This is an optimization exercise on Yosys and OpenROAD, whose aim is small area, a short achievable clock period and few clock cycles, not a production implementation.
Only simulation tests tie the RTL to the original design; equivalence was not proved.
Power is estimated from default activity; no workload was simulated.

**config.mk**
```make
export PLATFORM = sky130hd
export DESIGN_NAME = nr_vadd
export DESIGN_NICKNAME = nr_vadd
export VERILOG_FILES = /design/flow/design.v
export SDC_FILE = /design/flow/constraint.sdc
export NUM_CORES = 4
export LEC_CHECK = 0
export CAP_MARGIN = 20
export CORE_MARGIN = 2
export CORE_UTILIZATION = 40
export PLACE_DENSITY = 0.6
export SLEW_MARGIN = 20
```
**design.v**
```verilog
module nr_vadd (
    input  wire        clk,
    input  wire        rst,         
    input  wire        in_valid,
    input  wire [31:0] in_a,
    input  wire [31:0] in_b,
    output wire        in_ready,
    output reg         out_valid,
    output reg  [31:0] out_sum,
    input  wire        out_ready
);
    assign in_ready = !out_valid || out_ready;
    wire        a_s = in_a[31];
    wire [7:0]  a_e = in_a[30:23];
    wire [22:0] a_f = in_a[22:0];
    wire        b_s = in_b[31];
    wire [7:0]  b_e = in_b[30:23];
    wire [22:0] b_f = in_b[22:0];
    wire a_nan = (a_e == 8'hFF) && (a_f != 23'd0);
    wire b_nan = (b_e == 8'hFF) && (b_f != 23'd0);
    wire a_inf = (a_e == 8'hFF) && (a_f == 23'd0);
    wire b_inf = (b_e == 8'hFF) && (b_f == 23'd0);
    wire        swap = (in_b[30:0] > in_a[30:0]);
    wire        x_s  = swap ? b_s : a_s;
    wire [7:0]  x_e  = swap ? b_e : a_e;
    wire [22:0] x_f  = swap ? b_f : a_f;
    wire        y_s  = swap ? a_s : b_s;
    wire [7:0]  y_e  = swap ? a_e : b_e;
    wire [22:0] y_f  = swap ? a_f : b_f;
    wire [23:0] x_m  = {(x_e != 8'd0), x_f};
    wire [23:0] y_m  = {(y_e != 8'd0), y_f};
    wire [7:0]  x_ee = (x_e == 8'd0) ? 8'd1 : x_e;
    wire [7:0]  y_ee = (y_e == 8'd0) ? 8'd1 : y_e;
    wire [7:0]  d    = x_ee - y_ee;
    wire [26:0] y_ext  = {y_m, 3'd0};
    wire [26:0] y_shr  = (d >= 8'd27) ? 27'd0 : (y_ext >> d);
    wire [26:0] y_mask = (d >= 8'd27) ? {27{1'b1}} : ~({27{1'b1}} << d);
    wire        y_st   = |(y_ext & y_mask);
    wire [26:0] y_al   = {y_shr[26:1], y_shr[0] | y_st};
    wire        eff_sub = x_s ^ y_s;
    wire [27:0] mag     = eff_sub ? ({1'b0, x_m, 3'd0} - {1'b0, y_al})
                                  : ({1'b0, x_m, 3'd0} + {1'b0, y_al});
    reg [4:0] lz;
    integer i;
    always @(*) begin
        lz = 5'd27;
        for (i = 0; i < 27; i = i + 1)
            if (mag[i]) lz = 5'd26 - i[4:0];
    end
    wire [7:0]  lsh_max = x_ee - 8'd1;
    wire [7:0]  lsh     = ({3'd0, lz} > lsh_max) ? lsh_max : {3'd0, lz};
    reg  [26:0] nm;
    reg  [8:0]  ne;
    always @(*) begin
        if (mag[27]) begin
            nm = {mag[27:2], mag[1] | mag[0]};
            ne = {1'b0, x_ee} + 9'd1;
        end else begin
            nm = mag[26:0] << lsh;
            ne = {1'b0, x_ee} - {1'b0, lsh};
        end
    end
    wire        r_g  = nm[2];
    wire        r_rs = nm[1] | nm[0];
    wire        r_up = r_g & (r_rs | nm[3]);
    wire [30:0] pk   = {(nm[26] ? ne[7:0] : 8'd0), nm[25:3]};
    wire [31:0] rnd  = {1'b0, pk} + {31'd0, r_up};
    reg [31:0] sum;
    always @(*) begin
        if (a_nan || b_nan || (a_inf && b_inf && (a_s != b_s)))
            sum = 32'h7FC00000;
        else if (a_inf)
            sum = in_a;
        else if (b_inf)
            sum = in_b;
        else if (mag == 28'd0)
            sum = {a_s & b_s, 31'd0};
        else if (ne >= 9'd255 || rnd[31])
            sum = {x_s, 8'hFF, 23'd0};
        else
            sum = {x_s, rnd[30:0]};
    end
    always @(posedge clk) begin
        if (rst) begin
            out_valid <= 1'b0;
            out_sum   <= 32'd0;
        end else if (in_ready) begin
            out_valid <= in_valid;
            if (in_valid)
                out_sum <= sum;
        end
    end
endmodule
```
**run.sh**
```bash
#!/bin/bash
# synth_recipe.tcl (not shown) runs the flow's synth.tcl, then flattens the netlist and writes it again
# the make line also repeats each setting of config.mk as NAME=value (left out here)
make -C /OpenROAD-flow-scripts/flow DESIGN_CONFIG=/design/flow/config.mk WORK_HOME=/design/flow/orfs CLKGATE_MAP_FILE= SYNTH_SCRIPT=/design/flow/synth_recipe.tcl finish
```
**constraint.sdc**
```tcl
create_clock -name core_clock -period 20.0 [get_ports {clk}]
set_input_delay 4.0000 -clock core_clock [delete_from_list [all_inputs] [get_ports {clk}]]
set_output_delay 4.0000 -clock core_clock [all_outputs]
set_load 0.01 [all_outputs]
```
==> results.txt <==
## power by group through the flow
stage | Combinational, mW | Clock (mW) | Sequential (mW)
detailed placement | 1.50 | 0 | 0.100
floorplan | 0.985 | 0 | 0.109
CTS | 1.51 | 0.0757 | 0.0991
global placement | 1.51 | 0 | 0.0992
finish | 1.59 | 0.0746 | 0.0988
global route | 1.70 | 0.0796 | 0.101
## kinds of logic after synthesis
kind of cell,Yosys count,synth area share
AND/OR/NAND/NOR,827,0.303
AO/OA/AOI/OAI,678,0.339
buffers and inverters,233,0.0731
adder cells (fa/ha/maj),108,0.103
multiplexers,79,0.0837
XOR/XNOR,74,0.0485
flip-flops,33,0.0494
## metrics by stage
stage,setup WS [ns],utilization
floorplan,0.458,-
global placement,0.445,0.464
detailed placement,0.183,0.464
CTS,0.446,0.469
global route,0.0266,0.474
finish,0.946,0.474
## cell type report
class / count / area (um^2) / share of cell area
well taps: 442 / 553 / 0.0357
multi-input cells: 1767 / 11900 / 0.769
flip-flops and latches: 33 / 661 / 0.0426
inverters: 114 / 428 / 0.0276
clock buffers: 8 / 136 / 0.00879
repair buffers: 205 / 1800 / 0.116
## state kept, by name (all words and copies together) (netlist names)
register,count
out_sum,32
out_valid,1
## how the worst max path moves through the flow
stage / from / endpoint / slack, ns / depth (start not counted)
2_1_floorplan: in_a[26] / out_sum[10] / 0.46 / 74
3_3_place_gp: in_a[4] / out_sum[19] / 0.44 / 70
3_5_place_dp: in_a[4] / out_sum[6] / 0.18 / 70
4_1_cts: in_a[4] / out_sum[6] / 0.45 / 70
5_1_grt: in_a[4] / out_sum[29] / 0.03 / 76
6_report: in_a[4] / out_sum[30] / 0.95 / 62
## cells in the final DEF, fill, tap and decap left out, drive strengths merged, types with 23 or more instances in the layout
cell,Yosys,layout
nand2,238,238
nor2,221,221
a21oi,169,169
o21ai,150,150
inv,114,114
ha,105,105
buf,43,104
clkdlybuf4s50,0,101
nand3,73,73
nor3,72,72
xnor2,55,55
a211oi,42,42
mux2i,41,41
a31oi,39,39
dfxtp,33,33
o211ai,32,32
and2,28,28
nand4,27,27
nand2b,25,25
mux4,25,25
a21o,23,23
## metal layers
| layer | part of all wire | global-route usage | vias to the layer above |
|---|---|---|---|
| met1 | 0.44 | 0.482 | 8077 |
| li1 | - | - | 7799 |
| met3 | 0.10 | 0.0606 | 121 |
| met5 | 0 | 0 | - |
| met2 | 0.43 | 0.519 | 991 |
| met4 | 0.029 | 0.0726 | 0 |
## what timing repair did
| action | in CTS | in global routing |
|---|---|---|
| resized for setup | 0 | 30 |
| endpoints found under the setup margin | 0 | 31 |
| setup buffers | 0 | 4 |
## worst min-delay path, delay by kind of cell, from the launching register on
family,cells,cell delay [ns]
compound gates,1,0.05
simple gates,1,0.05
flops,1,0.32
==> flow_summary.toml <==
[finish]
area_growth_pct = 16.0
finalInstanceArea_um2 = 15500
final_cells = 2569
layout-drive-gt1-share = 0.110
fill_cells = 3394
num-nets-final = 2302
diodes = 0

[synthesis]
synth_area_leaders = "ha_1 9.8%, nand2_1 6.7%, a21oi_1 6.3%"
yosysSeqAreaShare = 0.0494
synthesis.area_um2 = 13400
ys_warn_count = 1
synth.distinct_cells = 102
ys_ff_latch = 33
synth_top_cell_by_area = "ha_1"
synth.most_common_cell = "nand2_1"
synth_common_cells = "238 x nand2_1, 219 x nor2_1, 167 x a21oi_1, 142 x o21ai_0, 111 x inv_1"
ys.flop_type = "dfxtp_1"
async_reset_ff_frac = 0
synth_area_per_cell_um2 = 6.58
synth_cells = 2032
synth_edf_count = 0
synthesis.nets = 2208
synth_top_area_frac = 0.0983

[pwr]
clkPwrFrac = 0.042
p_sw_mw = 1.05
power_mw = 1.76
comb_power_share = 0.902
ir_drop_uv = 52.0
seqPwrFrac = 0.056
p_int_mw = 0.714
cellLeakagePower_nw = 6.27
p_sw_frac = 0.595
p_per_area_nw_per_um2 = 114

[worst_setup_path]
cp.arrival_ns = 19.23
crit_top_cell = "buf_4"
r2r_start = "out_valid"
cpMaxStageDelayCell = "o41ai_1"
end_kind = "register"
reg2reg_depth = 7
cp-start-kind = "input port"
path_class = "in2reg"
path_max_fanout = 25
critPathMaxStageDelay_ns = 0.64
crit_required_ns = 20.18
path_delay_family = "compound AO/OA/AOI/OAI gates"
cp_num_buf_inv = 10
ff2ff_setup_slack_ns = 17.69
rr_endpoint = "out_sum[6]"

[routing]
vias = 16988
dr.pass1.iters = 6
drc = 0
wl_per_cell_um = 23.8
antenna_left = 0
detailedRoute.firstIterationViolations = 2304
wl_um = 61100
vias_per_cell = 6.61

[global_route]
track_usage = 0.335
grt_max_degree = 69
grt-ovfl-total = 0
antenna_found_initial = 0
grt_pass1_vias = 15797
grt_pass1_wl_um = 93800

[sta]
max_slew.worst_pin.slew_ns = 0.981
drv_slew = 0
clock_skew_ns = 0.00396
timing.final.crit_share = 0.953
max_freq_ghz = 0.0525
setup_viol = 0
finalSetupTns_ns = 0
grt_setup_unrepaired = "no"
holdWs_ns = 0.454
period_needed_ns = 19.05
hold_violations = 0
slew_headroom = 0.342

[clock_tree]
tritoncts = "built"
clock_path_buffers = 2
path_clk_slew_ns = 0.05
insertion_delay_ns = 0.29
postCtsHoldBufs = 0
root_buffer = "clkbuf_16"
numCtsBuffers = 5
h-tree-depth = 2
cts.sinks = 33

[placed_design]
port_buffers = 101
place_area_um2 = 15200
hpwl_um = 49400
dp_cells = 2555
place.gp.congestion = 0.982

[floorplanning]
placementRows = 66
die_y_um = 187
dieArea_um2 = 34900
coreArea_um2 = 32700
initial_core_util = 0.409
fp.dieW_um = 187
io_pins = 102

[worst_hold_path]
hold_start = "out_sum[21]"
holdPathStages = 2
hp-class = "reg2reg"
min_to = "out_sum[21]"

[run]
cap_violations = 0

[outcome]
status = "finished clean"
Testbench counts, summed over its fixed seeds: cycles 16,000.

==> re-timing with driven ports <==
The results above use ideal ports. As a check the final layout listed here was re-extracted and re-timed, cells and wires unchanged.
Step 1 (the two cells are an assumption about what drives the block):
set clk [get_ports {clk}]
set_driving_cell -lib_cell sky130_fd_sc_hd__clkbuf_16 $clk
set_driving_cell -lib_cell sky130_fd_sc_hd__buf_2 [delete_from_list [all_inputs] $clk]
Step 2, shift: input delay + t, output delay - t, t = (earliest + latest rising clock arrival at the registers) / 2. This alone moves slack from input paths to output paths.
a / b / c = ideal ports / drivers / drivers and shift; a / b = the first two.
t (ns): 0.319
slack for setup (ns): 0.946 / 0.951 / 0.632
worst slew at a driven data input, ns: 0.04
After both steps this run still meets setup and hold. For this run, drivers alone change the setup slack by +0.005 ns; drivers and shift together by -0.314 ns.
